What follows belongs to an exercise in optimizing a design on an open flow for small area, a short achievable clock period and few clock cycles per item; a production flow would make more cautious choices. Only simulation tests tie the RTL to the original design; equivalence was not proved.

==> flow/run.sh <==
#!/bin/bash
# synth_recipe.tcl (not shown) runs the flow's synth.tcl, then flattens the netlist and writes it again
# the make line also repeats each setting of config.mk as NAME=value (left out here)
make -C /OpenROAD-flow-scripts/flow DESIGN_CONFIG=/design/flow/config.mk WORK_HOME=/design/flow/orfs CLKGATE_MAP_FILE= SYNTH_SCRIPT=/design/flow/synth_recipe.tcl finish
==> flow/config.mk <==
export PLATFORM = sky130hd
export DESIGN_NAME = luxconv
export DESIGN_NICKNAME = luxconv
export VERILOG_FILES = /design/flow/design.v
export SDC_FILE = /design/flow/constraint.sdc
export NUM_CORES = 4
export LEC_CHECK = 0
export CAP_MARGIN = 20
export CORE_MARGIN = 2
export CORE_UTILIZATION = 40
export SETUP_SLACK_MARGIN = 5
export SLEW_MARGIN = 20
export SYNTH_MEMORY_MAX_BITS = 65536
==> flow/design.v <==
module luxconv_rom (
    input  wire [7:0]  cy,
    input  wire [1:0]  gain,
    output wire [23:0] sc0,
    output wire [23:0] sc1
);
    reg [2:0] k;
    always @(*) begin
        casez (cy)
            8'b???????1: k = 3'd0;
            8'b??????10: k = 3'd1;
            8'b?????100: k = 3'd2;
            8'b????1000: k = 3'd3;
            8'b???10000: k = 3'd4;
            8'b??100000: k = 3'd5;
            8'b?1000000: k = 3'd6;
            default:     k = 3'd7;
        endcase
    end
    wire [7:0] m = cy >> k;
    reg [23:0] t_s;
    reg [16:0] t_s107, t_s115;
    always @(*) begin
        case (m[7:1])
            7'd0: begin t_s = 24'd9699328; t_s107 = 17'd90647; t_s115 = 17'd84341; end
            7'd1: begin t_s = 24'd3233109; t_s107 = 17'd30215; t_s115 = 17'd28113; end
            7'd2: begin t_s = 24'd1939865; t_s107 = 17'd18129; t_s115 = 17'd16868; end
            7'd3: begin t_s = 24'd1385618; t_s107 = 17'd12949; t_s115 = 17'd12048; end
            7'd4: begin t_s = 24'd1077703; t_s107 = 17'd10071; t_s115 = 17'd9371; end
            7'd5: begin t_s = 24'd881757; t_s107 = 17'd8240; t_s115 = 17'd7667; end
            7'd6: begin t_s = 24'd746102; t_s107 = 17'd6972; t_s115 = 17'd6487; end
            7'd7: begin t_s = 24'd646621; t_s107 = 17'd6043; t_s115 = 17'd5622; end
            7'd8: begin t_s = 24'd570548; t_s107 = 17'd5332; t_s115 = 17'd4961; end
            7'd9: begin t_s = 24'd510490; t_s107 = 17'd4770; t_s115 = 17'd4439; end
            7'd10: begin t_s = 24'd461872; t_s107 = 17'd4316; t_s115 = 17'd4016; end
            7'd11: begin t_s = 24'd421709; t_s107 = 17'd3941; t_s115 = 17'd3667; end
            7'd12: begin t_s = 24'd387973; t_s107 = 17'd3625; t_s115 = 17'd3373; end
            7'd13: begin t_s = 24'd359234; t_s107 = 17'd3357; t_s115 = 17'd3123; end
            7'd14: begin t_s = 24'd334459; t_s107 = 17'd3125; t_s115 = 17'd2908; end
            7'd15: begin t_s = 24'd312881; t_s107 = 17'd2924; t_s115 = 17'd2720; end
            7'd16: begin t_s = 24'd293919; t_s107 = 17'd2746; t_s115 = 17'd2555; end
            7'd17: begin t_s = 24'd277123; t_s107 = 17'd2589; t_s115 = 17'd2409; end
            7'd18: begin t_s = 24'd262144; t_s107 = 17'd2449; t_s115 = 17'd2279; end
            7'd19: begin t_s = 24'd248700; t_s107 = 17'd2324; t_s115 = 17'd2162; end
            7'd20: begin t_s = 24'd236568; t_s107 = 17'd2210; t_s115 = 17'd2057; end
            7'd21: begin t_s = 24'd225565; t_s107 = 17'd2108; t_s115 = 17'd1961; end
            7'd22: begin t_s = 24'd215540; t_s107 = 17'd2014; t_s115 = 17'd1874; end
            7'd23: begin t_s = 24'd206368; t_s107 = 17'd1928; t_s115 = 17'd1794; end
            7'd24: begin t_s = 24'd197945; t_s107 = 17'd1849; t_s115 = 17'd1721; end
            7'd25: begin t_s = 24'd190182; t_s107 = 17'd1777; t_s115 = 17'd1653; end
            7'd26: begin t_s = 24'd183006; t_s107 = 17'd1710; t_s115 = 17'd1591; end
            7'd27: begin t_s = 24'd176351; t_s107 = 17'd1648; t_s115 = 17'd1533; end
            7'd28: begin t_s = 24'd170163; t_s107 = 17'd1590; t_s115 = 17'd1479; end
            7'd29: begin t_s = 24'd164395; t_s107 = 17'd1536; t_s115 = 17'd1429; end
            7'd30: begin t_s = 24'd159005; t_s107 = 17'd1486; t_s115 = 17'd1382; end
            7'd31: begin t_s = 24'd153957; t_s107 = 17'd1438; t_s115 = 17'd1338; end
            7'd32: begin t_s = 24'd149220; t_s107 = 17'd1394; t_s115 = 17'd1297; end
            7'd33: begin t_s = 24'd144766; t_s107 = 17'd1352; t_s115 = 17'd1258; end
            7'd34: begin t_s = 24'd140569; t_s107 = 17'd1313; t_s115 = 17'd1222; end
            7'd35: begin t_s = 24'd136610; t_s107 = 17'd1276; t_s115 = 17'd1187; end
            7'd36: begin t_s = 24'd132867; t_s107 = 17'd1241; t_s115 = 17'd1155; end
            7'd37: begin t_s = 24'd129324; t_s107 = 17'd1208; t_s115 = 17'd1124; end
            7'd38: begin t_s = 24'd125965; t_s107 = 17'd1177; t_s115 = 17'd1095; end
            7'd39: begin t_s = 24'd122776; t_s107 = 17'd1147; t_s115 = 17'd1067; end
            7'd40: begin t_s = 24'd119744; t_s107 = 17'd1119; t_s115 = 17'd1041; end
            7'd41: begin t_s = 24'd116859; t_s107 = 17'd1092; t_s115 = 17'd1016; end
            7'd42: begin t_s = 24'd114109; t_s107 = 17'd1066; t_s115 = 17'd992; end
            7'd43: begin t_s = 24'd111486; t_s107 = 17'd1041; t_s115 = 17'd969; end
            7'd44: begin t_s = 24'd108981; t_s107 = 17'd1018; t_s115 = 17'd947; end
            7'd45: begin t_s = 24'd106586; t_s107 = 17'd996; t_s115 = 17'd926; end
            7'd46: begin t_s = 24'd104293; t_s107 = 17'd974; t_s115 = 17'd906; end
            7'd47: begin t_s = 24'd102098; t_s107 = 17'd954; t_s115 = 17'd887; end
            7'd48: begin t_s = 24'd99993; t_s107 = 17'd934; t_s115 = 17'd869; end
            7'd49: begin t_s = 24'd97973; t_s107 = 17'd915; t_s115 = 17'd851; end
            7'd50: begin t_s = 24'd96032; t_s107 = 17'd897; t_s115 = 17'd835; end
            7'd51: begin t_s = 24'd94168; t_s107 = 17'd880; t_s115 = 17'd818; end
            7'd52: begin t_s = 24'd92374; t_s107 = 17'd863; t_s115 = 17'd803; end
            7'd53: begin t_s = 24'd90647; t_s107 = 17'd847; t_s115 = 17'd788; end
            7'd54: begin t_s = 24'd88984; t_s107 = 17'd831; t_s115 = 17'd773; end
            7'd55: begin t_s = 24'd87381; t_s107 = 17'd816; t_s115 = 17'd759; end
            7'd56: begin t_s = 24'd85834; t_s107 = 17'd802; t_s115 = 17'd746; end
            7'd57: begin t_s = 24'd84341; t_s107 = 17'd788; t_s115 = 17'd733; end
            7'd58: begin t_s = 24'd82900; t_s107 = 17'd774; t_s115 = 17'd720; end
            7'd59: begin t_s = 24'd81506; t_s107 = 17'd761; t_s115 = 17'd708; end
            7'd60: begin t_s = 24'd80159; t_s107 = 17'd749; t_s115 = 17'd697; end
            7'd61: begin t_s = 24'd78856; t_s107 = 17'd736; t_s115 = 17'd685; end
            7'd62: begin t_s = 24'd77594; t_s107 = 17'd725; t_s115 = 17'd674; end
            7'd63: begin t_s = 24'd76372; t_s107 = 17'd713; t_s115 = 17'd664; end
            7'd64: begin t_s = 24'd75188; t_s107 = 17'd702; t_s115 = 17'd653; end
            7'd65: begin t_s = 24'd74040; t_s107 = 17'd691; t_s115 = 17'd643; end
            7'd66: begin t_s = 24'd72927; t_s107 = 17'd681; t_s115 = 17'd634; end
            7'd67: begin t_s = 24'd71846; t_s107 = 17'd671; t_s115 = 17'd624; end
            7'd68: begin t_s = 24'd70798; t_s107 = 17'd661; t_s115 = 17'd615; end
            7'd69: begin t_s = 24'd69779; t_s107 = 17'd652; t_s115 = 17'd606; end
            7'd70: begin t_s = 24'd68789; t_s107 = 17'd642; t_s115 = 17'd598; end
            7'd71: begin t_s = 24'd67827; t_s107 = 17'd633; t_s115 = 17'd589; end
            7'd72: begin t_s = 24'd66891; t_s107 = 17'd625; t_s115 = 17'd581; end
            7'd73: begin t_s = 24'd65981; t_s107 = 17'd616; t_s115 = 17'd573; end
            7'd74: begin t_s = 24'd65096; t_s107 = 17'd608; t_s115 = 17'd566; end
            7'd75: begin t_s = 24'd64233; t_s107 = 17'd600; t_s115 = 17'd558; end
            7'd76: begin t_s = 24'd63394; t_s107 = 17'd592; t_s115 = 17'd551; end
            7'd77: begin t_s = 24'd62576; t_s107 = 17'd584; t_s115 = 17'd544; end
            7'd78: begin t_s = 24'd61779; t_s107 = 17'd577; t_s115 = 17'd537; end
            7'd79: begin t_s = 24'd61002; t_s107 = 17'd570; t_s115 = 17'd530; end
            7'd80: begin t_s = 24'd60244; t_s107 = 17'd563; t_s115 = 17'd523; end
            7'd81: begin t_s = 24'd59505; t_s107 = 17'd556; t_s115 = 17'd517; end
            7'd82: begin t_s = 24'd58783; t_s107 = 17'd549; t_s115 = 17'd511; end
            7'd83: begin t_s = 24'd58079; t_s107 = 17'd542; t_s115 = 17'd505; end
            7'd84: begin t_s = 24'd57392; t_s107 = 17'd536; t_s115 = 17'd499; end
            7'd85: begin t_s = 24'd56721; t_s107 = 17'd530; t_s115 = 17'd493; end
            7'd86: begin t_s = 24'd56065; t_s107 = 17'd523; t_s115 = 17'd487; end
            7'd87: begin t_s = 24'd55424; t_s107 = 17'd517; t_s115 = 17'd481; end
            7'd88: begin t_s = 24'd54798; t_s107 = 17'd512; t_s115 = 17'd476; end
            7'd89: begin t_s = 24'd54186; t_s107 = 17'd506; t_s115 = 17'd471; end
            7'd90: begin t_s = 24'd53587; t_s107 = 17'd500; t_s115 = 17'd465; end
            7'd91: begin t_s = 24'd53001; t_s107 = 17'd495; t_s115 = 17'd460; end
            7'd92: begin t_s = 24'd52428; t_s107 = 17'd489; t_s115 = 17'd455; end
            7'd93: begin t_s = 24'd51868; t_s107 = 17'd484; t_s115 = 17'd451; end
            7'd94: begin t_s = 24'd51319; t_s107 = 17'd479; t_s115 = 17'd446; end
            7'd95: begin t_s = 24'd50781; t_s107 = 17'd474; t_s115 = 17'd441; end
            7'd96: begin t_s = 24'd50255; t_s107 = 17'd469; t_s115 = 17'd437; end
            7'd97: begin t_s = 24'd49740; t_s107 = 17'd464; t_s115 = 17'd432; end
            7'd98: begin t_s = 24'd49235; t_s107 = 17'd460; t_s115 = 17'd428; end
            7'd99: begin t_s = 24'd48740; t_s107 = 17'd455; t_s115 = 17'd423; end
            7'd100: begin t_s = 24'd48255; t_s107 = 17'd450; t_s115 = 17'd419; end
            7'd101: begin t_s = 24'd47779; t_s107 = 17'd446; t_s115 = 17'd415; end
            7'd102: begin t_s = 24'd47313; t_s107 = 17'd442; t_s115 = 17'd411; end
            7'd103: begin t_s = 24'd46856; t_s107 = 17'd437; t_s115 = 17'd407; end
            7'd104: begin t_s = 24'd46408; t_s107 = 17'd433; t_s115 = 17'd403; end
            7'd105: begin t_s = 24'd45968; t_s107 = 17'd429; t_s115 = 17'd399; end
            7'd106: begin t_s = 24'd45536; t_s107 = 17'd425; t_s115 = 17'd395; end
            7'd107: begin t_s = 24'd45113; t_s107 = 17'd421; t_s115 = 17'd392; end
            7'd108: begin t_s = 24'd44697; t_s107 = 17'd417; t_s115 = 17'd388; end
            7'd109: begin t_s = 24'd44289; t_s107 = 17'd413; t_s115 = 17'd385; end
            7'd110: begin t_s = 24'd43888; t_s107 = 17'd410; t_s115 = 17'd381; end
            7'd111: begin t_s = 24'd43494; t_s107 = 17'd406; t_s115 = 17'd378; end
            7'd112: begin t_s = 24'd43108; t_s107 = 17'd402; t_s115 = 17'd374; end
            7'd113: begin t_s = 24'd42728; t_s107 = 17'd399; t_s115 = 17'd371; end
            7'd114: begin t_s = 24'd42355; t_s107 = 17'd395; t_s115 = 17'd368; end
            7'd115: begin t_s = 24'd41988; t_s107 = 17'd392; t_s115 = 17'd365; end
            7'd116: begin t_s = 24'd41628; t_s107 = 17'd389; t_s115 = 17'd361; end
            7'd117: begin t_s = 24'd41273; t_s107 = 17'd385; t_s115 = 17'd358; end
            7'd118: begin t_s = 24'd40925; t_s107 = 17'd382; t_s115 = 17'd355; end
            7'd119: begin t_s = 24'd40582; t_s107 = 17'd379; t_s115 = 17'd352; end
            7'd120: begin t_s = 24'd40246; t_s107 = 17'd376; t_s115 = 17'd349; end
            7'd121: begin t_s = 24'd39914; t_s107 = 17'd373; t_s115 = 17'd347; end
            7'd122: begin t_s = 24'd39589; t_s107 = 17'd369; t_s115 = 17'd344; end
            7'd123: begin t_s = 24'd39268; t_s107 = 17'd366; t_s115 = 17'd341; end
            7'd124: begin t_s = 24'd38953; t_s107 = 17'd364; t_s115 = 17'd338; end
            7'd125: begin t_s = 24'd38642; t_s107 = 17'd361; t_s115 = 17'd336; end
            7'd126: begin t_s = 24'd38337; t_s107 = 17'd358; t_s115 = 17'd333; end
            7'd127: begin t_s = 24'd38036; t_s107 = 17'd355; t_s115 = 17'd330; end
        endcase
    end
    wire [3:0]  sh = {1'b0, k} + ((gain == 2'd1) ? 4'd3 : (gain == 2'd2) ? 4'd4 : 4'd0);
    wire [23:0] v0 = (gain == 2'd3) ? {7'd0, t_s107} : t_s;
    wire [23:0] v1 = (gain == 2'd3) ? {7'd0, t_s115} : t_s;
    wire        zero = (cy == 8'd0);
    assign sc0 = zero ? 24'd0 : (v0 >> sh);
    assign sc1 = zero ? 24'd0 : (v1 >> sh);
endmodule
module luxconv (
    input  wire        clk,
    input  wire        rst,
    input  wire        req_valid,
    input  wire [1:0]  req_gain,
    input  wire [7:0]  req_cycles,
    input  wire [15:0] req_ch1,
    input  wire [15:0] req_ch0,
    output wire        req_ready,
    output wire        rsp_valid,
    output reg  [3:0]  rsp_status,
    output reg  [23:0] rsp_lux,
    output reg  [2:0]  obs_band,
    output wire [32:0] obs_ratio,
    output wire [23:0] obs_chn0,
    output wire [23:0] obs_chn1,
    output reg  [23:0] obs_scale0,
    output reg  [23:0] obs_scale1,
    output reg  [1:0]  phase
);
    localparam PH_IDLE = 2'd0, PH_BUSY = 2'd1, PH_DONE = 2'd2;
    localparam [3:0] ST_VALID  = 4'b0001,
                     ST_DEGEN  = 4'b0011,
                     ST_NEG    = 4'b0101,
                     ST_CFGERR = 4'b1001;
    localparam [15:0] B1 = 16'd8520,  M1 = 16'd15729;
    localparam [15:0] B2 = 16'd10807, M2 = 16'd23344;
    localparam [15:0] B3 = 16'd6383,  M3 = 16'd11705;
    localparam [15:0] B4 = 16'd4063,  M4 = 16'd6554;
    localparam [2:0] S_MUL0  = 3'd0,
                     S_MUL1  = 3'd1,
                     S_DIV   = 3'd2,
                     S_LUX1  = 3'd3,
                     S_LUX2  = 3'd4;
    reg  [2:0]  step;
    reg  [15:0] ch1;
    reg  [23:0] chn0, chn1;
    reg  [23:0] rem;
    reg  [25:0] d3;          
    reg  [35:0] quo;
    reg  [38:0] prod_m;
    reg         dinit;       
    reg         dlong;       
    reg         dwide;       
    reg  [3:0]  dcnt;        
    reg         lux_done;    
    reg         op_lux1, op_lux2;
    reg  [23:0] ma;
    reg  [8:0]  bd_one, bd_two, bd_neg;
    assign req_ready = (phase != PH_BUSY);
    assign rsp_valid = (phase == PH_DONE);
    assign obs_chn0  = chn0;
    assign obs_chn1  = chn1;
    assign obs_ratio = quo[33:1] + {32'd0, quo[0]};
    wire issue = req_valid && req_ready;
    wire [23:0] sc0, sc1;
    luxconv_rom u_rom (.cy(req_cycles), .gain(req_gain), .sc0(sc0), .sc1(sc1));
    function [2:0] band_of;
        input [35:0] q;
        begin
            if (q <= 36'd308)      band_of = 3'd1;
            else if (q <= 36'd390) band_of = 3'd2;
            else if (q <= 36'd460) band_of = 3'd3;
            else if (q <= 36'd552) band_of = 3'd4;
            else                   band_of = 3'd5;
        end
    endfunction
    function [15:0] coef_m_of;
        input [2:0] band;
        begin
            case (band)
                3'd1:    coef_m_of = M1;
                3'd2:    coef_m_of = M2;
                3'd3:    coef_m_of = M3;
                3'd4:    coef_m_of = M4;
                default: coef_m_of = 16'd0;
            endcase
        end
    endfunction
    function [15:0] coef_b_of;
        input [2:0] band;
        begin
            case (band)
                3'd1:    coef_b_of = B1;
                3'd2:    coef_b_of = B2;
                3'd3:    coef_b_of = B3;
                3'd4:    coef_b_of = B4;
                default: coef_b_of = 16'd0;
            endcase
        end
    endfunction
    function [26:0] booth_enc;
        input [15:0] b;
        reg   [18:0] bx;
        reg   [2:0]  t;
        integer j;
        begin
            bx = {2'b00, b, 1'b0};
            for (j = 0; j < 9; j = j + 1) begin
                t = bx[2*j +: 3];
                booth_enc[j]      = t[0] ^ t[1];
                booth_enc[9 + j]  = (t == 3'b011) || (t == 3'b100);
                booth_enc[18 + j] = t[2] && !(t[1] && t[0]);
            end
        end
    endfunction
    localparam [41:0] BOOTH_K = 42'h3FFFFFFFFFF - 42'h2AAAA000000 + 42'd1;
    reg  [41:0] acc, negs;
    reg  [25:0] b_mag, b_w;
    integer i;
    always @(*) begin
        acc  = (op_lux2 ? (BOOTH_K + 42'd32769) : BOOTH_K)
             + ({42{op_lux2}} & ~{3'd0, prod_m});
        negs = 42'd0;
        for (i = 0; i < 9; i = i + 1) begin
            b_mag = bd_one[i] ? {2'b00, ma} : (bd_two[i] ? {1'b0, ma, 1'b0} : 26'd0);
            b_w   = b_mag ^ {26{bd_neg[i]}};
            acc   = acc + ({16'd0, ~bd_neg[i], b_w[24:0]} << (2*i));
            negs[2*i] = bd_neg[i];
        end
        acc = acc + negs;
    end
    wire fits12 = (chn1[23:2]  < chn0);
    wire fits24 = (chn1[23:14] < chn0);
    reg [23:0] r_in;
    reg [35:0] q_in;
    always @(*) begin
        if (!dinit) begin
            r_in = rem;
            q_in = quo;
        end else if (!dlong) begin
            r_in = {2'd0, chn1[23:2]};  q_in = {chn1[1:0], 34'd0};
        end else if (dwide) begin
            r_in = 24'd0;                q_in = {2'd0, chn1, 10'd0};
        end else begin
            r_in = {14'd0, chn1[23:14]}; q_in = {chn1[13:0], 22'd0};
        end
    end
    reg [23:0] r_st [0:2];
    reg [35:0] q_st [0:2];
    reg [25:0] r_sh;
    reg [26:0] t1, t2, t3;
    integer k;
    always @(*) begin
        r_st[0] = r_in;
        q_st[0] = q_in;
        for (k = 0; k < 2; k = k + 1) begin
            r_sh = {r_st[k], q_st[k][35:34]};
            t1 = {1'b0, r_sh} - {3'b000, chn0};
            t2 = {1'b0, r_sh} - {2'b00, chn0, 1'b0};
            t3 = {1'b0, r_sh} - {1'b0, d3};
            if (!t3[26]) begin
                r_st[k+1] = t3[23:0]; q_st[k+1] = {q_st[k][33:0], 2'b11};
            end else if (!t2[26]) begin
                r_st[k+1] = t2[23:0]; q_st[k+1] = {q_st[k][33:0], 2'b10};
            end else if (!t1[26]) begin
                r_st[k+1] = t1[23:0]; q_st[k+1] = {q_st[k][33:0], 2'b01};
            end else begin
                r_st[k+1] = r_sh[23:0]; q_st[k+1] = {q_st[k][33:0], 2'b00};
            end
        end
    end
    wire [3:0] dleft = dinit ? (!dlong ? 4'd2 : (dwide ? 4'd8 : 4'd5))
                             : (dcnt - 4'd1);
    wire cert_b1 = ({chn1, 2'd0} < {2'd0, chn0});
    wire cert_b5 = ({chn1, 2'd0} >= d3);
    wire [2:0] band_guess = band_of({q_st[1][29:0], 6'd32});
    wire [2:0] band_fin   = band_of(quo);
    wire       at_first = (step == S_DIV) && dinit && !dlong;
    wire [2:0] band_next = at_first ? (cert_b1 ? 3'd1 : 3'd5)
                         : (step == S_DIV) ? band_guess : band_fin;
    always @(posedge clk) begin
        if (issue) begin
            ma <= sc0;
            {bd_neg, bd_two, bd_one} <= booth_enc(req_ch0);
        end else if (step == S_MUL0) begin
            ma <= obs_scale1;
            {bd_neg, bd_two, bd_one} <= booth_enc(ch1);
        end else if (op_lux1) begin
            ma <= chn0;
            {bd_neg, bd_two, bd_one} <= booth_enc(coef_b_of(obs_band));
        end else begin
            ma <= chn1;
            {bd_neg, bd_two, bd_one} <= booth_enc(coef_m_of(band_next));
        end
    end
    always @(posedge clk) begin
        prod_m <= acc[38:0];
        rem    <= r_st[2];
        d3     <= {2'd0, chn0} + {1'd0, chn0, 1'd0};
    end
    always @(posedge clk) begin
        if (rst) begin
            phase <= PH_IDLE;
        end else if (issue) begin
            ch1        <= req_ch1;
            obs_scale0 <= sc0;
            obs_scale1 <= sc1;
            chn0       <= 24'd0;
            chn1       <= 24'd0;
            quo        <= 36'd0;
            obs_band   <= 3'd0;
            rsp_lux    <= 24'd0;
            step       <= S_MUL0;
            op_lux1    <= 1'b0;
            op_lux2    <= 1'b0;
            lux_done   <= 1'b0;
            if (req_cycles == 8'd0) begin
                phase      <= PH_DONE;
                rsp_status <= ST_CFGERR;
            end else begin
                phase      <= PH_BUSY;
                rsp_status <= 4'd0;
            end
        end else if (phase == PH_BUSY) begin
            if (op_lux2) begin
                if (acc[41]) begin
                    rsp_status <= ST_NEG;
                    rsp_lux    <= 24'd0;
                end else begin
                    rsp_status <= ST_VALID;
                    rsp_lux    <= acc[39:16];
                end
            end
            op_lux1 <= 1'b0;
            op_lux2 <= op_lux1;
            case (step)
                S_MUL0: begin
                    chn0 <= acc[39:16];
                    step <= S_MUL1;
                end
                S_MUL1: begin
                    chn1  <= acc[39:16];
                    dinit <= 1'b1;
                    dlong <= 1'b0;
                    step  <= S_DIV;
                    if (chn0 == 24'd0) begin
                        phase      <= PH_DONE;
                        rsp_status <= ST_DEGEN;
                    end
                end
                S_DIV: begin
                    if (op_lux2)
                        lux_done <= 1'b1;
                    if (at_first && (cert_b1 || cert_b5)) begin
                        op_lux1  <= 1'b1;
                        obs_band <= band_next;
                    end
                    if (dinit && !dlong && !fits12) begin
                        dlong <= 1'b1;
                        dwide <= !fits24;
                    end else begin
                        dinit <= 1'b0;
                        quo   <= q_st[2];
                        dcnt  <= dleft;
                        if (dleft == 4'd1 && !lux_done && !op_lux1 && !op_lux2) begin
                            op_lux1  <= 1'b1;
                            obs_band <= band_next;
                        end
                        if (dleft == 4'd0) begin
                            if (lux_done || op_lux2)
                                phase <= PH_DONE;
                            else
                                step  <= S_LUX2;
                        end
                    end
                end
                S_LUX1: begin
                    step <= S_LUX2;
                end
                default: begin
                    if (band_fin == obs_band) begin
                        phase <= PH_DONE;
                    end else begin
                        obs_band <= band_fin;
                        step     <= S_LUX1;
                        op_lux1  <= 1'b1;
                    end
                end
            endcase
        end
    end
endmodule
==> flow/constraint.sdc <==
create_clock -name core_clock -period 12.0 [get_ports {clk}]
set_input_delay 2.4000 -clock core_clock [delete_from_list [all_inputs] [get_ports {clk}]]
set_output_delay 2.4000 -clock core_clock [all_outputs]
set_load 0.01 [all_outputs]
==> reports/metrics.csv, run 1 <==
stage,metric,value,unit
placement,Final Wtd Congestion,1.071,
detailed_routing,met2 WL post-DR,97180,µm
global_routing,largest net degree at the start of global routing,101,
sta,Slew @ Worst Pin,1.085,ns
worst_setup_path,startpoint types,primary input,
clock_tree,Worst-path clk slew,0.06,ns
die,die area,115200,µm²
sta,"Slew Viols, Final",0,
synth,"area leader, netlist",edfxtp_1,
synth,Syn Area/Cell,8.192,µm²
global_routing,gr usage total,38.48,%
detailed_routing,vias,48270,
synth,"Async S/R FF share, synth",0,%
detailed_routing,wire per inst,32.30,µm
sta,Tmin final,7.169,ns
sta,upper clock frequency limit,0.1395,GHz
die,I/O pins,209,
synth,"Seq/Total Area, Yosys",19.04,%
global_routing,global-route wire length before repair,325200,µm
die,initial core utilization,40.16,%
clock_tree,clk sinks,332,
sta,TNS Setup,0,ns
detailed_routing,DRT met1 WL,92020,µm
sta,Relative slew margins,27.15,%
synth,Post-Syn Instances,5493,
sta,RSZ-0062 raised after global routing,yes,
detailed_routing,Initial DRT Pass Iterations,10,
worst_setup_path,Setup CP Type,primary input to register,
synth,"flops & latches, synth",332,
die,core area,112000,µm²
synth,Post-synth top cells,"nand2_1, nor2_1, ha_1, o21ai_0, a21oi_1",
worst_setup_path,"Max FO, Critical Path",78,
detailed_routing,Iteration-0 DRC Markers,6435,
die,die span in x,339.4,µm
clock_tree,CTS H-tree depth,2,
status,status,finished clean,
worst_setup_path,required time worst endpoint,12.43,ns
worst_setup_path,CP Capture Type,register,
synth,most numerous cell in the Yosys netlist,nand2_1,
layout,Nets,6479,
detailed_routing,DRT Wirelength,236000,µm
synth,Main synth FF type,edfxtp_1,
synth,Synth cell types,105,
clock_tree,Skew-Pair Late Insertion Delay,0.62,ns
detailed_routing,met3 wire length,30320,µm
synth,Mapped Nets,6204,
placement,port bufs,208,
clock_tree,# hold bufs at CTS,0,
global_routing,number of global-route vias before repair,44870,
sta,Clock Skew,0.02920,ns
flow_run,max-cap viol count,0,
synth,YS warnings,4,
placement,dpl cell area,48910,µm²
clock_tree,CTS max path bufs,3,
placement,Detail Placement HPWL,169000,µm
sta,fin crit share,59.74,%
global_routing,grt ovf,0,
detailed_routing,uppermost layer routed,met5,
synth,synth top area cells,"edfxtp_1, ha_1, fa_1, dfxtp_1, xnor2_1",
sta,final setup vio count,0,
synth,Mapped Area,45000,µm²
die,Die Height,339.4,µm
synth,post-synth top area share,12.81,%
layout,cell area after layout,54940,µm²
detailed_routing,post-route ant nets,0,
clock_tree,TritonCTS Buffers,42,
global_routing,initial antenna violation count,10,
synth,Post-synth EDFFs,192,
die,# rows,123,
detailed_routing,drt via density,6.606,
hold_path,Tightest Hold Check Type,register to register,
worst_setup_path,Critical Path AT,7.59,ns
clock_tree,Root Driver,clkbuf_16,
layout,Layout area overhead,22.10,%
detailed_routing,# DRC,0,
layout,share of cells above drive strength 1,16.25,%
sta,final-report hold violation count,0,
clock_tree,CTS tree,done,
[worst max-delay path, cell delays in order]
cell and delay, ns:
clkdlybuf4s50_1 0.39, buf_4 0.21, a211o_1 0.49, o211a_4 0.41
buf_12 0.24, nand2_1 0.56, nand2_1 0.39, o211ai_1 0.27
o31ai_1 0.12, a221oi_2 0.64, o211a_1 0.35, nor2_1 0.06
mux4_2 0.49, mux2_2 0.29, o22ai_1 0.13
[worst paths after layout]
check | to | slack (ns) | cells after the start | startpoint
worst max-delay path | obs_scale0[3] | 4.83 | 15 | req_cycles[6]
worst max register to register | rem[1] | 5.04 | 37 | dlong
worst min register to register | phase[1] | 0.51 | 2 | phase[1]
worst min-delay path | phase[1] | 0.51 | 2 | phase[1]
[repair_timing]
action	in CTS	in global routing
gates cloned	7	16
resized for setup	330	284
setup endpoints to repair	185	121
pin swaps	57	116
setup buffers	92	106
[final cells by class]
type,instances,area [µm²]
sequential,332,8632
tap,1500,1877
inverter,330,1318
fill,10880,57090
timing repair buffer,585,5791
clock buffer,58,1174
antenna,5,12.51
clock inverter,20,163.9
multi-input combinational,4477,35980
[cells in the final DEF (no fill, tap or decap), types with 55 or more instances in the layout]
cell type        instances
clkdlybuf4s50_1        201
dfxtp_1                107
nor3_1                 100
fa_1                   194
o211ai_1                97
nand3_1                112
a22oi_1                129
ha_1                   410
o21a_1                  61
a21o_1                  95
edfxtp_1               192
a211oi_1                56
a21oi_1                307
inv_1                  310
buf_4                  293
clkbuf_16               57
nor2_1                 426
nand2b_1                55
xnor2_1                304
o21ai_0                304
a31oi_1                 57
mux2i_1                103
nand2_1                501
xor2_1                  73
[registers in the layout (all words and copies together), names as in the netlist, 2 cells and up]
register / cells
bd_neg: 8
bd_one: 9
bd_two: 8
ch1: 16
chn0: 24
chn1: 24
d3: 26
dcnt: 4
ma: 24
obs_band: 3
obs_scale0: 24
obs_scale1: 24
phase: 2
prod_m: 39
quo: 36
rem: 24
rsp_lux: 24
rsp_status: 4
step: 3
[metrics by stage]
step                cells  utilization [%]  hold slack, ns  setup WS [ns]
floorplan            5493                -          0.4741          5.015
global placement     7002            43.64          0.4896          2.512
detailed placement   7003            43.65          0.5033          2.441
CTS                  7180            46.80          0.5114          4.961
global route         7302            49.03          0.5637          4.882
finish               7307            49.04          0.5077          4.831
[cells by family (layout without fill, tap and decap cells)]
| group | after synthesis | after routing | share of synthesized area (%) |
|---|---|---|---|
| compound gates | 1666 | 1668 | 24.98 |
| xor+xnor | 391 | 391 | 7.611 |
| fa+ha+maj | 667 | 667 | 22.01 |
| buf+inv | 688 | 993 | 6.073 |
| flops | 332 | 332 | 19.04 |
| mux | 162 | 162 | 4.057 |
| other cells | 0 | 5 | 0 |
| simple gates | 1587 | 1589 | 16.23 |
[routing by layer]
layer / track usage [%] / up-vias
met5: 0 / -
met4: 20.86 / 8
met3: 11.04 / 827
met2: 56.59 / 3385
met1: 50.75 / 23530
li1: - / 20520
Testbench counts, summed over its fixed seeds: cycles 9,906, items 1,600.
==> inputs of run 2 (changes only) <==
--- a/flow/design.v
+++ b/flow/design.v
@@ -205,6 +205,7 @@
     reg         dwide;       
     reg  [3:0]  dcnt;        
     reg         lux_done;    
+    reg         lux_try;     
     reg         op_lux1, op_lux2;
     reg  [23:0] ma;
     reg  [8:0]  bd_one, bd_two, bd_neg;
@@ -324,11 +325,16 @@
     wire [3:0] dleft = dinit ? (!dlong ? 4'd2 : (dwide ? 4'd8 : 4'd5))
                              : (dcnt - 4'd1);
     wire cert_b1 = ({chn1, 2'd0} < {2'd0, chn0});
+    wire lt512   = ({chn1, 1'd0} < {1'd0, chn0});
     wire cert_b5 = ({chn1, 2'd0} >= d3);
-    wire [2:0] band_guess = band_of({q_st[1][29:0], 6'd32});
+    wire [2:0] band_first = cert_b1 ? 3'd1 : (cert_b5 || !lt512) ? 3'd5 : 3'd2;
+    wire [29:0] qw = q_st[1][29:0];
+    wire try_ok = (band_of({qw, 6'd0}) == obs_band) && (band_of({qw, 6'd63}) == obs_band);
+    wire [2:0] band_guess = band_of({qw, 6'd32});
     wire [2:0] band_fin   = band_of(quo);
+    wire       try_fail   = op_lux1 && lux_try && !try_ok;
     wire       at_first = (step == S_DIV) && dinit && !dlong;
-    wire [2:0] band_next = at_first ? (cert_b1 ? 3'd1 : 3'd5)
+    wire [2:0] band_next = at_first ? band_first
                          : (step == S_DIV) ? band_guess : band_fin;
     always @(posedge clk) begin
         if (issue) begin
@@ -337,7 +343,7 @@
         end else if (step == S_MUL0) begin
             ma <= obs_scale1;
             {bd_neg, bd_two, bd_one} <= booth_enc(ch1);
-        end else if (op_lux1) begin
+        end else if (op_lux1 && !try_fail) begin
             ma <= chn0;
             {bd_neg, bd_two, bd_one} <= booth_enc(coef_b_of(obs_band));
         end else begin
@@ -403,9 +409,16 @@
                 S_DIV: begin
                     if (op_lux2)
                         lux_done <= 1'b1;
-                    if (at_first && (cert_b1 || cert_b5)) begin
+                    if (at_first) begin
                         op_lux1  <= 1'b1;
                         obs_band <= band_next;
+                        lux_try  <= !(cert_b1 || cert_b5);
+                    end
+                    if (try_fail) begin
+                        op_lux1  <= 1'b1;
+                        op_lux2  <= 1'b0;
+                        lux_try  <= 1'b0;
+                        obs_band <= band_next;
                     end
                     if (dinit && !dlong && !fits12) begin
                         dlong <= 1'b1;
@@ -414,10 +427,6 @@
                         dinit <= 1'b0;
                         quo   <= q_st[2];
                         dcnt  <= dleft;
-                        if (dleft == 4'd1 && !lux_done && !op_lux1 && !op_lux2) begin
-                            op_lux1  <= 1'b1;
-                            obs_band <= band_next;
-                        end
                         if (dleft == 4'd0) begin
                             if (lux_done || op_lux2)
                                 phase <= PH_DONE;
==> run 2 against run 1 <==
Effect of this change: still clean; global-route usage shrank 2.8 points; sequential share of layout area grew 0.090 points; area after synthesis grew 1.9%; first-iteration DRC count shrank 2.7%; register-to-register slack gained 0.09 ns; cell count is essentially flat; die area grew 1.9%; flip-flop and latch count grew 1; core utilization shrank 1.1 points; via count shrank 1.6%.
==> reports/metrics.csv, run 2 <==
stage,metric,value,unit,change
global_routing,largest net degree at the start of global routing,113,,+12%
synth,"Seq/Total Area, Yosys",18.76,%,-0.29 points
synth,YS warnings,4,,unchanged
synth,Mapped Area,45840,µm²,+1.9%
detailed_routing,wire per inst,29.80,µm,-7.7%
sta,upper clock frequency limit,0.1428,GHz,+2.3%
detailed_routing,DRT Wirelength,217600,µm,-7.8%
clock_tree,# hold bufs at CTS,0,,unchanged
die,die area,117300,µm²,+1.9%
worst_setup_path,worst path bufs/invs,3,,unchanged
die,Die Height,342.5,µm,+0.93%
synth,Post-synth EDFFs,193,,+0.52%
sta,final setup vio count,0,,unchanged
clock_tree,TritonCTS Buffers,41,,-2.4%
detailed_routing,Iteration-0 DRC Markers,6263,,-2.7%
sta,Clock Skew,0.04186,ns,+0.01266 ns
synth,Mapped Nets,6291,,+1.4%
placement,Detail Placement HPWL,157900,µm,-6.5%
clock_tree,CTS tree,done,,
synth,"Async S/R FF share, synth",0,%,unchanged
clock_tree,Worst-path clk slew,0.06,ns,about the same
detailed_routing,Initial DRT Pass Iterations,9,,-1
layout,Layout area overhead,19.28,%,
placement,port bufs,208,,unchanged
clock_tree,CTS max path bufs,3,,unchanged
detailed_routing,drt via density,6.508,,-1.5%
global_routing,gr usage total,35.69,%,-2.8 points
synth,most numerous cell in the Yosys netlist,nor2_1,,
global_routing,global-route wire length before repair,310700,µm,-4.5%
sta,Slew @ Worst Pin,1.282,ns,+0.1975 ns
worst_setup_path,Setup CP Type,primary input to register,,
worst_setup_path,Critical Path AT,7.39,ns,-0.20 ns
synth,mux cell area share after synthesis,3.537,%,-0.52 points
detailed_routing,# DRC,0,,unchanged
layout,"commonest non-fill, non-tap cell in the layout",nor2_1,,
sta,final-report hold violation count,0,,unchanged
layout,fin cells,7300,,-0.096%
die,# rows,124,,+0.81%
placement,placed insts,7044,,+0.59%
die,die span in x,342.5,µm,+0.93%
layout,Biggest register,prod_m,,
clock_tree,clk sinks,333,,+0.30%
layout,Largest register FFs,39,,unchanged
synth,post-synthesis compound-gate area fraction,25.50,%,+0.52 points
worst_setup_path,Crit-path slowest cell,nor2_2,,
hold_path,hold path cells,2,,unchanged
synth,Post-Synth Adder-Cell Area,22.21,%,+0.20 points
synth,largest family of logic cells by synthesized area,compound AO/OA/AOI/OAI gates,,
detailed_routing,met3 wire length,24890,µm,-18%
worst_setup_path,critical path's top delay family,compound AO/OA/AOI/OAI gates,,
clock_tree,CTS H-tree depth,2,,unchanged
synth,Post-synth top cells,"nor2_1, ha_1, nand2_1, a21oi_1, inv_1",,
synth,synth top area cells,"ha_1, edfxtp_1, fa_1, dfxtp_1, xnor2_1",,
synth,Synth Area in XOR/XNOR,7.585,%,-0.026 points
synth,Syn Area/Cell,8.250,µm²,+0.71%
synth,Synth cell types,112,,+6.7%
global_routing,initial antenna violation count,15,,+5
clock_tree,Root Driver,clkbuf_16,,
status,status,finished clean,,
sta,TNS Setup,0,ns,unchanged
placement,Final Wtd Congestion,1.059,,-1.1%
die,core area,114000,µm²,+1.8%
layout,Regs by FF count,"prod_m x39, quo x36, d3 x26",,
synth,post-synth top area share,13.13,%,+0.31 points
worst_setup_path,CP Cell Sequence,clkdlybuf4s18_2 > nor2_1 > a2111oi_4 > or3_4 > a31oi_4 > inv_8 > ha_1 > buf_4 > nor2_2 > mux2i_1 > o21ai_0 > a31oi_1 > a31o_1 > mux4_2 > mux2_4 > a22o_1,,
die,I/O pins,209,,unchanged
worst_setup_path,stages on the worst setup path,16,,+1
synth,"area leader, netlist",ha_1,,
synth,simple-gate share of the synthesized area,16.11,%,-0.11 points
layout,most frequent cells in the layout,"nor2_1, ha_1, nand2_1",,
synth,Post-Syn Instances,5557,,+1.2%
die,initial core utilization,40.20,%,about the same
sta,Relative slew margins,13.42,%,-14 points
layout,Nets,6484,,+0.077%
worst_setup_path,slowest cell delay on critical path,0.55,ns,-0.09 ns
worst_setup_path,CP Capture Type,register,,
global_routing,grt ovf,0,,unchanged
detailed_routing,uppermost layer routed,met5,,
hold_path,Tightest Hold Check Type,register to register,,
placement,Setup WS pre-CTS,2.367,ns,-0.07422 ns
synth,"flops & latches, synth",333,,+0.30%
detailed_routing,vias,47510,,-1.6%
clock_tree,Skew-Pair Late Insertion Delay,0.63,ns,about the same
detailed_routing,DRT met1 WL,87290,µm,-5.1%
detailed_routing,post-route ant nets,0,,unchanged
worst_setup_path,reg2reg path depth,27,,-27%
flow_run,max-cap viol count,0,,unchanged
sta,RSZ-0062 raised after global routing,no,,
sta,fin crit share,58.38,%,-1.4 points
sta,"Slew Viols, Final",0,,unchanged
worst_setup_path,required time worst endpoint,12.38,ns,-0.05 ns
global_routing,number of global-route vias before repair,44560,,-0.67%
layout,share of cells above drive strength 1,13.95,%,-2.3 points
sta,PnR worst setup slack,4.995,ns,+0.1637 ns
worst_setup_path,"Max FO, Critical Path",16,,-79%
synth,Main synth FF type,edfxtp_1,,
detailed_routing,met2 WL post-DR,90640,µm,-6.7%
worst_setup_path,startpoint types,primary input,,
sta,Tmin final,7.005,ns,-0.1637 ns
run 2: layer usage:
| layer | vias up | GRT usage (%) |
|---|---|---|
| li1 | 20700 | - |
| met1 | 23030 | 47.45 |
| met2 | 3009 | 52.46 |
| met3 | 751 | 9.104 |
| met4 | 16 | 20.19 |
| met5 | - | 0 |
run 2: through the flow:
step                      util (%)  hold slack, ns  cell area, µm²
after floorplan                  -          0.5032           45890
after global placement       43.44          0.4989           49540
after detailed placement     43.47          0.4912           49580
after CTS                    46.45          0.5000           52970
after global routing         47.95          0.5411           54680
final                        47.95          0.4987           54680
run 2: final cells by class:
type	count	area [µm²]
tap	1512	1892
antenna	5	12.51
fill	11070	59350
sequential	333	8641
timing repair inverter	2	10.01
clock inverter	25	235.2
clock buffer	51	1095
timing repair buffer	532	5184
inverter	325	1279
multi-input combinational	4515	36340
run 2: path summary, 6_finish.rpt:
| path | startpoint | end | slack [ns] |
|---|---|---|---|
| hold / removal | phase[1] | phase[1] | 0.50 |
| setup / recovery | req_cycles[1] | obs_scale0[0] | 4.99 |
| setup reg to reg | dlong | rem[8] | 5.13 |
| hold reg to reg | phase[1] | phase[1] | 0.50 |
run 2: cell families (layout without fill, tap and decap cells):
group,after synthesis,after routing
other,0,5
adders and majority gates,689,689
xor gates and xnor gates,397,397
muxes,150,150
and+or+nand+nor,1564,1568
DFF,333,333
buffers and inverters,714,935
AOI/OAI and AO/OA,1710,1711
run 2: worst register-to-register path, stage by stage, from the launching register on:
cell and delay, ns:
edfxtp_1 0.38, buf_6 0.15, clkinvlp_4 0.11, nor2_4 0.05
buf_4 0.15, a221oi_2 0.24, nor2_2 0.10, ha_1 0.32
nor2b_2 0.18, o31a_1 0.34, o41a_1 0.39, o2111a_2 0.34
o21ai_4 0.17, o31ai_4 0.12, o21a_4 0.26, o31a_1 0.40
ha_1 0.36, nor2b_1 0.16, o31a_1 0.31, o211ai_1 0.32
a31oi_2 0.20, a2111oi_4 0.46, o21ai_0 0.17, a31oi_1 0.27
o21ai_1 0.13, o21ai_4 0.13, buf_12 0.18, mux2_2 0.36
run 2: what timing repair did:
action / 4_1_cts / 5_1_grt
endpoints found under the setup margin: 189 / 133
resized for setup: 269 / 241
buffers inserted: 90 / 63
cloned: 15 / 7
pin swaps: 50 / 84
Testbench counts of run 2, summed over its fixed seeds: cycles 9,608, items 1,600.
==> inputs of run 3 (changes only) <==
--- a/flow/design.v
+++ b/flow/design.v
@@ -198,6 +198,7 @@
     reg  [23:0] chn0, chn1;
     reg  [23:0] rem;
     reg  [25:0] d3;          
+    reg  [23:0] dvs;         
     reg  [35:0] quo;
     reg  [38:0] prod_m;
     reg         dinit;       
@@ -284,20 +285,9 @@
     end
     wire fits12 = (chn1[23:2]  < chn0);
     wire fits24 = (chn1[23:14] < chn0);
-    reg [23:0] r_in;
-    reg [35:0] q_in;
-    always @(*) begin
-        if (!dinit) begin
-            r_in = rem;
-            q_in = quo;
-        end else if (!dlong) begin
-            r_in = {2'd0, chn1[23:2]};  q_in = {chn1[1:0], 34'd0};
-        end else if (dwide) begin
-            r_in = 24'd0;                q_in = {2'd0, chn1, 10'd0};
-        end else begin
-            r_in = {14'd0, chn1[23:14]}; q_in = {chn1[13:0], 22'd0};
-        end
-    end
+    wire [23:0] chn1_new = acc[39:16];
+    wire [23:0] r_in = rem;
+    wire [35:0] q_in = quo;
     reg [23:0] r_st [0:2];
     reg [35:0] q_st [0:2];
     reg [25:0] r_sh;
@@ -308,8 +298,8 @@
         q_st[0] = q_in;
         for (k = 0; k < 2; k = k + 1) begin
             r_sh = {r_st[k], q_st[k][35:34]};
-            t1 = {1'b0, r_sh} - {3'b000, chn0};
-            t2 = {1'b0, r_sh} - {2'b00, chn0, 1'b0};
+            t1 = {1'b0, r_sh} - {3'b000, dvs};
+            t2 = {1'b0, r_sh} - {2'b00, dvs, 1'b0};
             t3 = {1'b0, r_sh} - {1'b0, d3};
             if (!t3[26]) begin
                 r_st[k+1] = t3[23:0]; q_st[k+1] = {q_st[k][33:0], 2'b11};
@@ -351,10 +341,17 @@
             {bd_neg, bd_two, bd_one} <= booth_enc(coef_m_of(band_next));
         end
     end
+    wire restart = (step == S_DIV) && dinit && !dlong && !fits12;
     always @(posedge clk) begin
         prod_m <= acc[38:0];
-        rem    <= r_st[2];
+        dvs    <= chn0;
         d3     <= {2'd0, chn0} + {1'd0, chn0, 1'd0};
+        if (step == S_MUL1)
+            rem <= {2'd0, chn1_new[23:2]};
+        else if (restart)
+            rem <= fits24 ? {14'd0, chn1[23:14]} : 24'd0;
+        else
+            rem <= r_st[2];
     end
     always @(posedge clk) begin
         if (rst) begin
@@ -397,7 +394,8 @@
                     step <= S_MUL1;
                 end
                 S_MUL1: begin
-                    chn1  <= acc[39:16];
+                    chn1  <= chn1_new;
+                    quo   <= (chn0 == 24'd0) ? 36'd0 : {chn1_new[1:0], 34'd0};
                     dinit <= 1'b1;
                     dlong <= 1'b0;
                     step  <= S_DIV;
@@ -420,9 +418,10 @@
                         lux_try  <= 1'b0;
                         obs_band <= band_next;
                     end
-                    if (dinit && !dlong && !fits12) begin
+                    if (restart) begin
                         dlong <= 1'b1;
                         dwide <= !fits24;
+                        quo   <= fits24 ? {chn1[13:0], 22'd0} : {2'd0, chn1, 10'd0};
                     end else begin
                         dinit <= 1'b0;
                         quo   <= q_st[2];
--- a/flow/config.mk
+++ b/flow/config.mk
@@ -7,7 +7,7 @@
 export LEC_CHECK = 0
 export CAP_MARGIN = 20
 export CORE_MARGIN = 2
-export CORE_UTILIZATION = 40
+export CORE_UTILIZATION = 35
 export SETUP_SLACK_MARGIN = 5
 export SLEW_MARGIN = 20
 export SYNTH_MEMORY_MAX_BITS = 65536
==> run 3 against run 2 <==
Effect of this change: still clean on timing, DRC and antenna; fmax fell by 0.23%; synthesized cell count rose by 1.7%; largest cell class unchanged.
==> reports/metrics.csv, run 3 <==
stage,metric,value,unit,change
layout,Layout area overhead,18.52,%,
placement,port bufs,208,,unchanged
layout,Nets,6588,,+1.6%
sta,PnR worst setup slack,4.979,ns,-0.01635 ns
synth,"Seq/Total Area, Yosys",19.59,%,+0.83 points
die,# rows,133,,+7.3%
flow_run,max-cap viol count,0,,unchanged
worst_setup_path,CP Cell Sequence,clkdlybuf4s15_2 > or4_4 > a21oi_4 > a21oi_4 > bufinv_8 > ha_1 > buf_4 > nand2_1 > o211ai_1 > a211oi_1 > a41oi_1 > a22oi_1 > mux4_2 > nor2_1 > a21oi_2 > o22ai_1,,
synth,Syn Area/Cell,8.182,µm²,-0.82%
sta,upper clock frequency limit,0.1424,GHz,-0.23%
layout,most frequent cells in the layout,"nand2_1, ha_1, inv_1",,
layout,Biggest register,prod_m,,
die,Die Height,367.5,µm,+7.3%
synth,"Async S/R FF share, synth",0,%,unchanged
worst_setup_path,Setup CP Type,primary input to register,,
synth,"area leader, netlist",ha_1,,
worst_setup_path,CP Capture Type,register,,
detailed_routing,Iteration-0 DRC Markers,6197,,-1.1%
detailed_routing,Initial DRT Pass Iterations,7,,-2
synth,YS warnings,4,,unchanged
sta,Clock Skew,0.01573,ns,-0.02613 ns
global_routing,gr usage total,32.49,%,-3.2 points
synth,Synth cell types,111,,-0.89%
hold_path,HP Start,prod_m[0],,
clock_tree,clk sinks,356,,+6.9%
die,die area,135100,µm²,+15%
detailed_routing,drt via density,6.215,,-4.5%
sta,Relative slew margins,19.86,%,+6.4 points
placement,Final Wtd Congestion,1.051,,-0.77%
sta,RSZ-0062 raised after global routing,no,,
global_routing,grt ovf,0,,unchanged
detailed_routing,# DRC,0,,unchanged
layout,"commonest non-fill, non-tap cell in the layout",nand2_1,,
layout,Regs by FF count,"prod_m x39, quo x36, d3 x25",,
worst_setup_path,worst path bufs/invs,3,,unchanged
die,die span in x,367.5,µm,+7.3%
clock_tree,TritonCTS Buffers,44,,+7.3%
synth,Post-synth top cells,"nand2_1, ha_1, inv_1, nor2_1, o21ai_0",,
placement,Detail Placement HPWL,172700,µm,+9.4%
global_routing,initial antenna violation count,8,,-7
sta,final setup vio count,0,,unchanged
synth,post-synth top area share,13.04,%,-0.089 points
sta,final-report hold violation count,0,,unchanged
layout,fin cells,7645,,+4.7%
global_routing,global-route wire length before repair,323700,µm,+4.2%
layout,share of cells above drive strength 1,12.46,%,-1.5 points
synth,Post-Syn Instances,5653,,+1.7%
synth,"flops & latches, synth",356,,+6.9%
worst_setup_path,slowest cell delay on critical path,0.62,ns,+0.07 ns
sta,Slew @ Worst Pin,1.200,ns,-0.08255 ns
synth,Mapped Nets,6388,,+1.5%
layout,fillers,13160,,+19%
worst_setup_path,Critical Path AT,7.45,ns,+0.06 ns
layout,Largest register FFs,39,,unchanged
layout,multi-input logic area,35420,µm²,-2.5%
global_routing,number of global-route vias before repair,44530,,-0.076%
placement,Setup WS pre-CTS,2.500,ns,+0.1327 ns
die,I/O pins,209,,unchanged
clock_tree,Worst-path clk slew,0.06,ns,about the same
synth,Post-synth EDFFs,193,,unchanged
worst_setup_path,"Max FO, Critical Path",52,,+36
worst_setup_path,critical path's top delay family,compound AO/OA/AOI/OAI gates,,
synth,Mapped Area,46250,µm²,+0.89%
worst_setup_path,Crit-path slowest cell,or4_4,,
sta,fin crit share,58.51,%,+0.14 points
clock_tree,Root Driver,clkbuf_16,,
clock_tree,CTS H-tree depth,2,,unchanged
detailed_routing,DRT Wirelength,230800,µm,+6.1%
sta,"Slew Viols, Final",0,,unchanged
die,core area,131300,µm²,+15%
layout,area occupied by registers,9148,µm²,+5.9%
sta,Hold WS,0.5356,ns,+0.03698 ns
detailed_routing,vias,47520,,+0.023%
detailed_routing,post-route ant nets,0,,unchanged
synth,most numerous cell in the Yosys netlist,nand2_1,,
worst_setup_path,most frequent CP cell,a21oi_4,,
clock_tree,Skew-Pair Late Insertion Delay,0.61,ns,-0.02 ns
sta,Tmin final,7.021,ns,+0.01635 ns
synth,Main synth FF type,edfxtp_1,,
detailed_routing,wire per inst,30.19,µm,+1.3%
worst_setup_path,required time worst endpoint,12.43,ns,+0.05 ns
die,initial core utilization,35.23,%,-5.0 points
hold_path,Tightest Hold Check Type,register to register,,
placement,placed insts,7410,,+5.2%
worst_setup_path,r2r startpoint,bd_one[4],,
worst_setup_path,Setup crit start,req_cycles[1],,
global_routing,largest net degree at the start of global routing,104,,-8.0%
sta,TNS Setup,0,ns,unchanged
status,status,finished clean,,
clock_tree,CTS tree,done,,
clock_tree,CTS max path bufs,3,,unchanged
synth,synth top area cells,"ha_1, edfxtp_1, fa_1, dfxtp_1, xnor2_1",,
worst_setup_path,startpoint types,primary input,,
## run 3: cell count changes after synthesis, sizes merged, moves of 19 or more
| cell | previous run | this run |
|---|---|---|
| a21o | 130 | 149 |
| nand2 | 425 | 513 |
| a21oi | 343 | 365 |
| and3 | 62 | 36 |
| nor2 | 489 | 416 |
| a22oi | 160 | 134 |
| dfxtp | 140 | 163 |
| inv | 320 | 440 |
| clkbuf | 273 | 236 |
| o21ai | 325 | 394 |
## run 3: kinds of logic after synthesis
kind of cell             Yosys count  share of synthesized area, %
AO/OA/AOI/OAI                   1770                         25.80
flip-flops                       356                         19.59
adder cells (fa/ha/maj)          690                         22.04
multiplexers                     121                         2.878
buffers and inverters            805                         7.042
XOR/XNOR                         393                         7.458
AND/OR/NAND/NOR                 1518                         15.20
## run 3: worst register-to-register path, delay by kind of cell, from the launching register on
family	cells	cell delay, ns
fa+ha+maj	6	2.95
flops	1	0.35
buf+inv	7	0.71
simple gates	4	0.45
xor+xnor	2	0.47
compound gates	8	1.63
## run 3: area by class of cell
type	count	area share, %
sequential	356	16.69
timing repair buffer	513	8.712
clock inverter	25	0.5113
multi-input combinational	4493	64.62
tap	1755	4.006
clock buffer	57	2.287
antenna	1	0.004565
inverter	445	3.168
## run 3: layer usage
| metal | share of wire (%) | global-route usage [%] | up-vias | routed length [µm] |
|---|---|---|---|---|
| li1 | - | - | 20830 | - |
| met1 | 40 | 42.69 | 23270 | 93290 |
| met2 | 43 | 49.26 | 2749 | 98880 |
| met3 | 9.0 | 5.585 | 665 | 20760 |
| met4 | 7.7 | 20.49 | 4 | 17840 |
| met5 | 0.013 | 0 | - | 30 |
## run 3: worst paths after layout
path | to | slack (ns) | cells past startpoint
min | prod_m[0] | 0.54 | 2
max | obs_scale0[0] | 4.98 | 16
max reg2reg | chn0[23] | 5.15 | 27
min reg2reg | prod_m[0] | 0.54 | 2
## run 3: timing repair
action,CTS,global route
setup buffers,42,102
gates resized for setup,216,192
setup endpoints to repair,184,135
hold buffers,0,0
pin swaps,26,89
gates cloned,2,5
## run 3: per-stage QoR
stage	cell area, µm²	utilization, %
2_1_floorplan	46270	-
3_3_place_gp	50320	38.32
3_5_place_dp	50350	38.35
4_1_cts	53000	40.37
5_1_grt	54820	41.75
6_report	54820	41.75
Testbench counts of run 3, summed over its fixed seeds: cycles 9,608, items 1,600.
==> inputs of run 4 (changes only) <==
--- a/flow/design.v
+++ b/flow/design.v
@@ -155,9 +155,8 @@
     wire [3:0]  sh = {1'b0, k} + ((gain == 2'd1) ? 4'd3 : (gain == 2'd2) ? 4'd4 : 4'd0);
     wire [23:0] v0 = (gain == 2'd3) ? {7'd0, t_s107} : t_s;
     wire [23:0] v1 = (gain == 2'd3) ? {7'd0, t_s115} : t_s;
-    wire        zero = (cy == 8'd0);
-    assign sc0 = zero ? 24'd0 : (v0 >> sh);
-    assign sc1 = zero ? 24'd0 : (v1 >> sh);
+    assign sc0 = v0 >> sh;
+    assign sc1 = v1 >> sh;
 endmodule
 module luxconv (
     input  wire        clk,
@@ -170,13 +169,13 @@
     output wire        req_ready,
     output wire        rsp_valid,
     output reg  [3:0]  rsp_status,
-    output reg  [23:0] rsp_lux,
+    output wire [23:0] rsp_lux,
     output reg  [2:0]  obs_band,
     output wire [32:0] obs_ratio,
     output wire [23:0] obs_chn0,
     output wire [23:0] obs_chn1,
-    output reg  [23:0] obs_scale0,
-    output reg  [23:0] obs_scale1,
+    output wire [23:0] obs_scale0,
+    output wire [23:0] obs_scale1,
     output reg  [1:0]  phase
 );
     localparam PH_IDLE = 2'd0, PH_BUSY = 2'd1, PH_DONE = 2'd2;
@@ -212,8 +211,13 @@
     reg  [8:0]  bd_one, bd_two, bd_neg;
     assign req_ready = (phase != PH_BUSY);
     assign rsp_valid = (phase == PH_DONE);
-    assign obs_chn0  = chn0;
-    assign obs_chn1  = chn1;
+    reg  [23:0] scale0, scale1, lux;
+    wire        cfgerr = rsp_status[3];
+    assign obs_chn0   = cfgerr ? 24'd0 : chn0;
+    assign obs_chn1   = cfgerr ? 24'd0 : chn1;
+    assign obs_scale0 = cfgerr ? 24'd0 : scale0;
+    assign obs_scale1 = cfgerr ? 24'd0 : scale1;
+    assign rsp_lux    = (rsp_status == ST_VALID) ? lux : 24'd0;
     assign obs_ratio = quo[33:1] + {32'd0, quo[0]};
     wire issue = req_valid && req_ready;
     wire [23:0] sc0, sc1;
@@ -331,7 +335,7 @@
             ma <= sc0;
             {bd_neg, bd_two, bd_one} <= booth_enc(req_ch0);
         end else if (step == S_MUL0) begin
-            ma <= obs_scale1;
+            ma <= scale1;
             {bd_neg, bd_two, bd_one} <= booth_enc(ch1);
         end else if (op_lux1 && !try_fail) begin
             ma <= chn0;
@@ -358,13 +362,10 @@
             phase <= PH_IDLE;
         end else if (issue) begin
             ch1        <= req_ch1;
-            obs_scale0 <= sc0;
-            obs_scale1 <= sc1;
-            chn0       <= 24'd0;
-            chn1       <= 24'd0;
+            scale0     <= sc0;
+            scale1     <= sc1;
             quo        <= 36'd0;
             obs_band   <= 3'd0;
-            rsp_lux    <= 24'd0;
             step       <= S_MUL0;
             op_lux1    <= 1'b0;
             op_lux2    <= 1'b0;
@@ -378,13 +379,8 @@
             end
         end else if (phase == PH_BUSY) begin
             if (op_lux2) begin
-                if (acc[41]) begin
-                    rsp_status <= ST_NEG;
-                    rsp_lux    <= 24'd0;
-                end else begin
-                    rsp_status <= ST_VALID;
-                    rsp_lux    <= acc[39:16];
-                end
+                rsp_status <= acc[41] ? ST_NEG : ST_VALID;
+                lux        <= acc[39:16];
             end
             op_lux1 <= 1'b0;
             op_lux2 <= op_lux1;
==> run 4 against run 3 <==
Effect of this change: synthesized cell count is 0.83% lower; highest routed layer unchanged; fmax is 0.18% higher; still clean.
==> reports/metrics.csv, run 4 <==
stage,metric,value,unit,change
clock_tree,TritonCTS Buffers,45,,+2.3%
detailed_routing,Initial DRT Pass Iterations,6,,-1
synth,Post-Syn Instances,5606,,-0.83%
detailed_routing,vias,46920,,-1.3%
detailed_routing,wire per inst,30.30,µm,+0.37%
synth,Synth Area in XOR/XNOR,7.598,%,+0.14 points
synth,mux cell area share after synthesis,3.353,%,+0.47 points
die,core area,129800,µm²,-1.1%
synth,Post-Synth Adder-Cell Area,22.05,%,about the same
layout,Biggest register,prod_m,,
worst_setup_path,stages on the worst setup path,17,,+1
global_routing,initial antenna violation count,9,,+1
layout,"commonest non-fill, non-tap cell in the layout",nand2_1,,
synth,Post-synth EDFFs,183,,-5.2%
worst_setup_path,reg2reg path depth,28,,+3.7%
synth,synth top area cells,"ha_1, edfxtp_1, fa_1, dfxtp_1, xnor2_1",,
synth,simple-gate share of the synthesized area,16.34,%,+1.1 points
clock_tree,CTS tree,done,,
layout,Regs by FF count,"prod_m x39, quo x36, d3 x25",,
worst_setup_path,critical path's top delay family,compound AO/OA/AOI/OAI gates,,
clock_tree,Worst-path clk slew,0.06,ns,about the same
detailed_routing,uppermost layer routed,met5,,
sta,final setup vio count,0,,unchanged
flow_run,max-cap viol count,0,,unchanged
synth,Post-synth top cells,"nand2_1, ha_1, nor2_1, inv_1, o21ai_0",,
clock_tree,Root Driver,clkbuf_16,,
global_routing,grt ovf,0,,unchanged
sta,Clock Skew,0.03737,ns,+0.02164 ns
synth,most numerous cell in the Yosys netlist,nand2_1,,
worst_setup_path,Crit-path slowest cell,a31oi_2,,
die,initial core utilization,35.33,%,+0.10 points
placement,port bufs,208,,unchanged
detailed_routing,Iteration-0 DRC Markers,5634,,-9.1%
sta,Relative slew margins,15.97,%,-3.9 points
layout,Layout area overhead,18.33,%,
worst_setup_path,CP Cell Sequence,dlygate4sd2_1 > nor3b_1 > a311oi_4 > inv_2 > buf_4 > nand3_1 > a31oi_2 > o21ai_0 > nand4_1 > o2111ai_1 > o41ai_4 > buf_4 > mux2i_1 > mux2i_1 > nor2_1 > a211oi_1 > nor2_1,,
global_routing,number of global-route vias before repair,44690,,+0.36%
worst_setup_path,Critical Path AT,7.38,ns,-0.07 ns
detailed_routing,met3 wire length,21140,µm,+1.8%
sta,fin crit share,58.41,%,-0.11 points
clock_tree,CTS H-tree depth,2,,unchanged
synth,YS warnings,4,,unchanged
layout,fillers,13040,,-0.93%
synth,post-synth top area share,13.10,%,+0.057 points
sta,"Slew Viols, Final",0,,unchanged
global_routing,global-route wire length before repair,321900,µm,-0.56%
synth,post-synthesis compound-gate area fraction,24.77,%,-1.0 points
sta,Tmin final,7.009,ns,-0.01270 ns
global_routing,gr usage total,32.44,%,-0.043 points
synth,"flops & latches, synth",346,,-2.8%
detailed_routing,drt via density,6.206,,-0.14%
worst_setup_path,worst path bufs/invs,4,,+1
synth,Mapped Area,45860,µm²,-0.85%
die,die area,133900,µm²,-0.84%
placement,Final Wtd Congestion,1.043,,-0.73%
detailed_routing,post-route ant nets,0,,unchanged
synth,Synth cell types,115,,+3.6%
placement,Detail Placement HPWL,169600,µm,-1.8%
detailed_routing,DRT Wirelength,229100,µm,-0.75%
worst_setup_path,CP Capture Type,register,,
detailed_routing,DRT met1 WL,92960,µm,-0.35%
sta,final-report hold violation count,0,,unchanged
layout,multi-input logic area,35270,µm²,-0.43%
sta,Slew @ Worst Pin,1.256,ns,+0.05594 ns
worst_setup_path,slowest cell delay on critical path,0.99,ns,+0.37 ns
layout,share of cells above drive strength 1,12.29,%,-0.17 points
hold_path,Tightest Hold Check Type,register to register,,
die,I/O pins,209,,unchanged
sta,TNS Setup,0,ns,unchanged
die,die span in x,366.0,µm,-0.42%
sta,RSZ-0062 raised after global routing,yes,,
die,# rows,132,,-0.75%
detailed_routing,met2 WL post-DR,98840,µm,about the same
clock_tree,Skew-Pair Late Insertion Delay,0.65,ns,+0.04 ns
global_routing,largest net degree at the start of global routing,109,,+4.8%
worst_setup_path,startpoint types,primary input,,
detailed_routing,# DRC,0,,unchanged
worst_setup_path,required time worst endpoint,12.37,ns,-0.06 ns
sta,upper clock frequency limit,0.1427,GHz,+0.18%
layout,area occupied by registers,8851,µm²,-3.2%
synth,"Async S/R FF share, synth",0,%,unchanged
clock_tree,CTS max path bufs,3,,unchanged
synth,Mapped Nets,6336,,-0.81%
synth,"area leader, netlist",ha_1,,
status,status,finished clean,,
layout,post-layout util,41.80,%,+0.054 points
layout,Nets,6510,,-1.2%
worst_setup_path,"Max FO, Critical Path",23,,-56%
synth,largest family of logic cells by synthesized area,compound AO/OA/AOI/OAI gates,,
synth,Main synth FF type,edfxtp_1,,
synth,"Seq/Total Area, Yosys",19.10,%,-0.49 points
layout,most frequent cells in the layout,"nand2_1, ha_1, inv_1",,
layout,Largest register FFs,39,,unchanged
clock_tree,clk sinks,346,,-2.8%
worst_setup_path,Setup CP Type,primary input to register,,
synth,Syn Area/Cell,8.180,µm²,about the same
hold_path,hold path cells,0,,-2
die,Die Height,366.0,µm,-0.42%
clock_tree,# hold bufs at CTS,0,,unchanged
-- run 4: cell count changes after synthesis, sizes merged, moves of 13 or more --
cell / change
a21o: -21
a21oi: -34
a22o: +13
a22oi: +17
a31oi: +16
and2: +25
and3: +14
inv: -50
mux2: +18
nor2: -21
nor2b: +73
nor3: -15
o211ai: -26
o21ai: -16
-- run 4: layout make-up --
type,count,share of cell area [%]
Antenna cell,1,0.004611
Clock buffer,56,2.246
Clock inverter,28,0.6779
Inverter,398,2.868
Multi-Input combinational cell,4489,64.99
Sequential cell,346,16.31
Tap cell,1742,4.016
Timing Repair Buffer,500,8.884
-- run 4: what timing repair did --
item,CTS,global route
cloned,5,9
buffers inserted,37,91
pin swaps,17,96
endpoints found under the setup margin,176,108
resized for setup,194,198
-- run 4: worst paths after layout --
kind | startpoint | end | slack, ns
min | chn0[17] | dvs[17] | 0.45
min reg2reg | chn0[17] | dvs[17] | 0.45
max reg2reg | bd_one[3] | rsp_status[2] | 5.13
max | req_cycles[5] | scale0[7] | 4.99
-- run 4: cell families (layout without fill, tap and decap cells) --
logic type	count (synthesis)	count (layout)
compound gates	1679	1680
xor+xnor	397	397
fa+ha+maj	685	685
buf+inv	772	982
flops	346	346
mux	144	144
other cells	0	1
simple gates	1583	1583
-- run 4: through the flow --
stage | cells | area (µm²) | worst slack [ns] | hold slack, ns
floorplan | 5606 | 45870 | 5.008 | 0.4017
global placement | 7331 | 49800 | 2.972 | 0.4341
detailed placement | 7333 | 49840 | 2.864 | 0.4327
CTS | 7459 | 52560 | 5.001 | 0.4495
global route | 7559 | 54260 | 4.942 | 0.4622
finish | 7560 | 54270 | 4.991 | 0.4533
-- run 4: layer usage --
| metal | vias up | global-route usage [%] |
|---|---|---|
| li1 | 20560 | - |
| met1 | 23020 | 42.34 |
| met2 | 2632 | 50.01 |
| met3 | 701 | 6.207 |
| met4 | 2 | 18.57 |
| met5 | - | 0 |
-- run 4: worst register-to-register path, delay by kind of cell, from the launching register on --
kind	cells	cell delay, ns
fa+ha+maj	6	2.73
xor+xnor	2	0.35
flops	1	0.40
compound gates	11	2.30
buf+inv	6	0.70
simple gates	3	0.17
Testbench counts of run 4, summed over its fixed seeds: cycles 9,608, items 1,600.

re-timing with driven ports:
In the flow no input, the clock included, has a driving cell. The finished layouts below were timed again as built, in two steps. Step 1 (the two cells are an assumption about what drives the block):
set clk [get_ports {clk}]
set_driving_cell -lib_cell sky130_fd_sc_hd__clkbuf_16 $clk
set_driving_cell -lib_cell sky130_fd_sc_hd__buf_2 [delete_from_list [all_inputs] $clk]
Step 2, shift: input delay + t, output delay - t, t = (earliest + latest rising clock arrival at the registers) / 2. This alone moves slack from input paths to output paths. Three values: ideal, step 1, step 2; two values: the first two.
run	shift t [ns]	setup WS [ns]	worst register clock-pin slew, ns
run 1	0.686	4.831 / 4.892 / 4.206	0.07 / 0.07
run 2	0.690	4.995 / 5.051 / 4.361	0.07 / 0.07
run 3	0.665	4.979 / 5.022 / 4.357	0.07 / 0.07
run 4	0.699	4.991 / 5.045 / 4.347	0.07 / 0.07
After both steps every run listed still meets setup and hold. For run 4, which loses most, drivers alone change the setup slack by +0.054 ns; drivers and shift together by -0.644 ns.
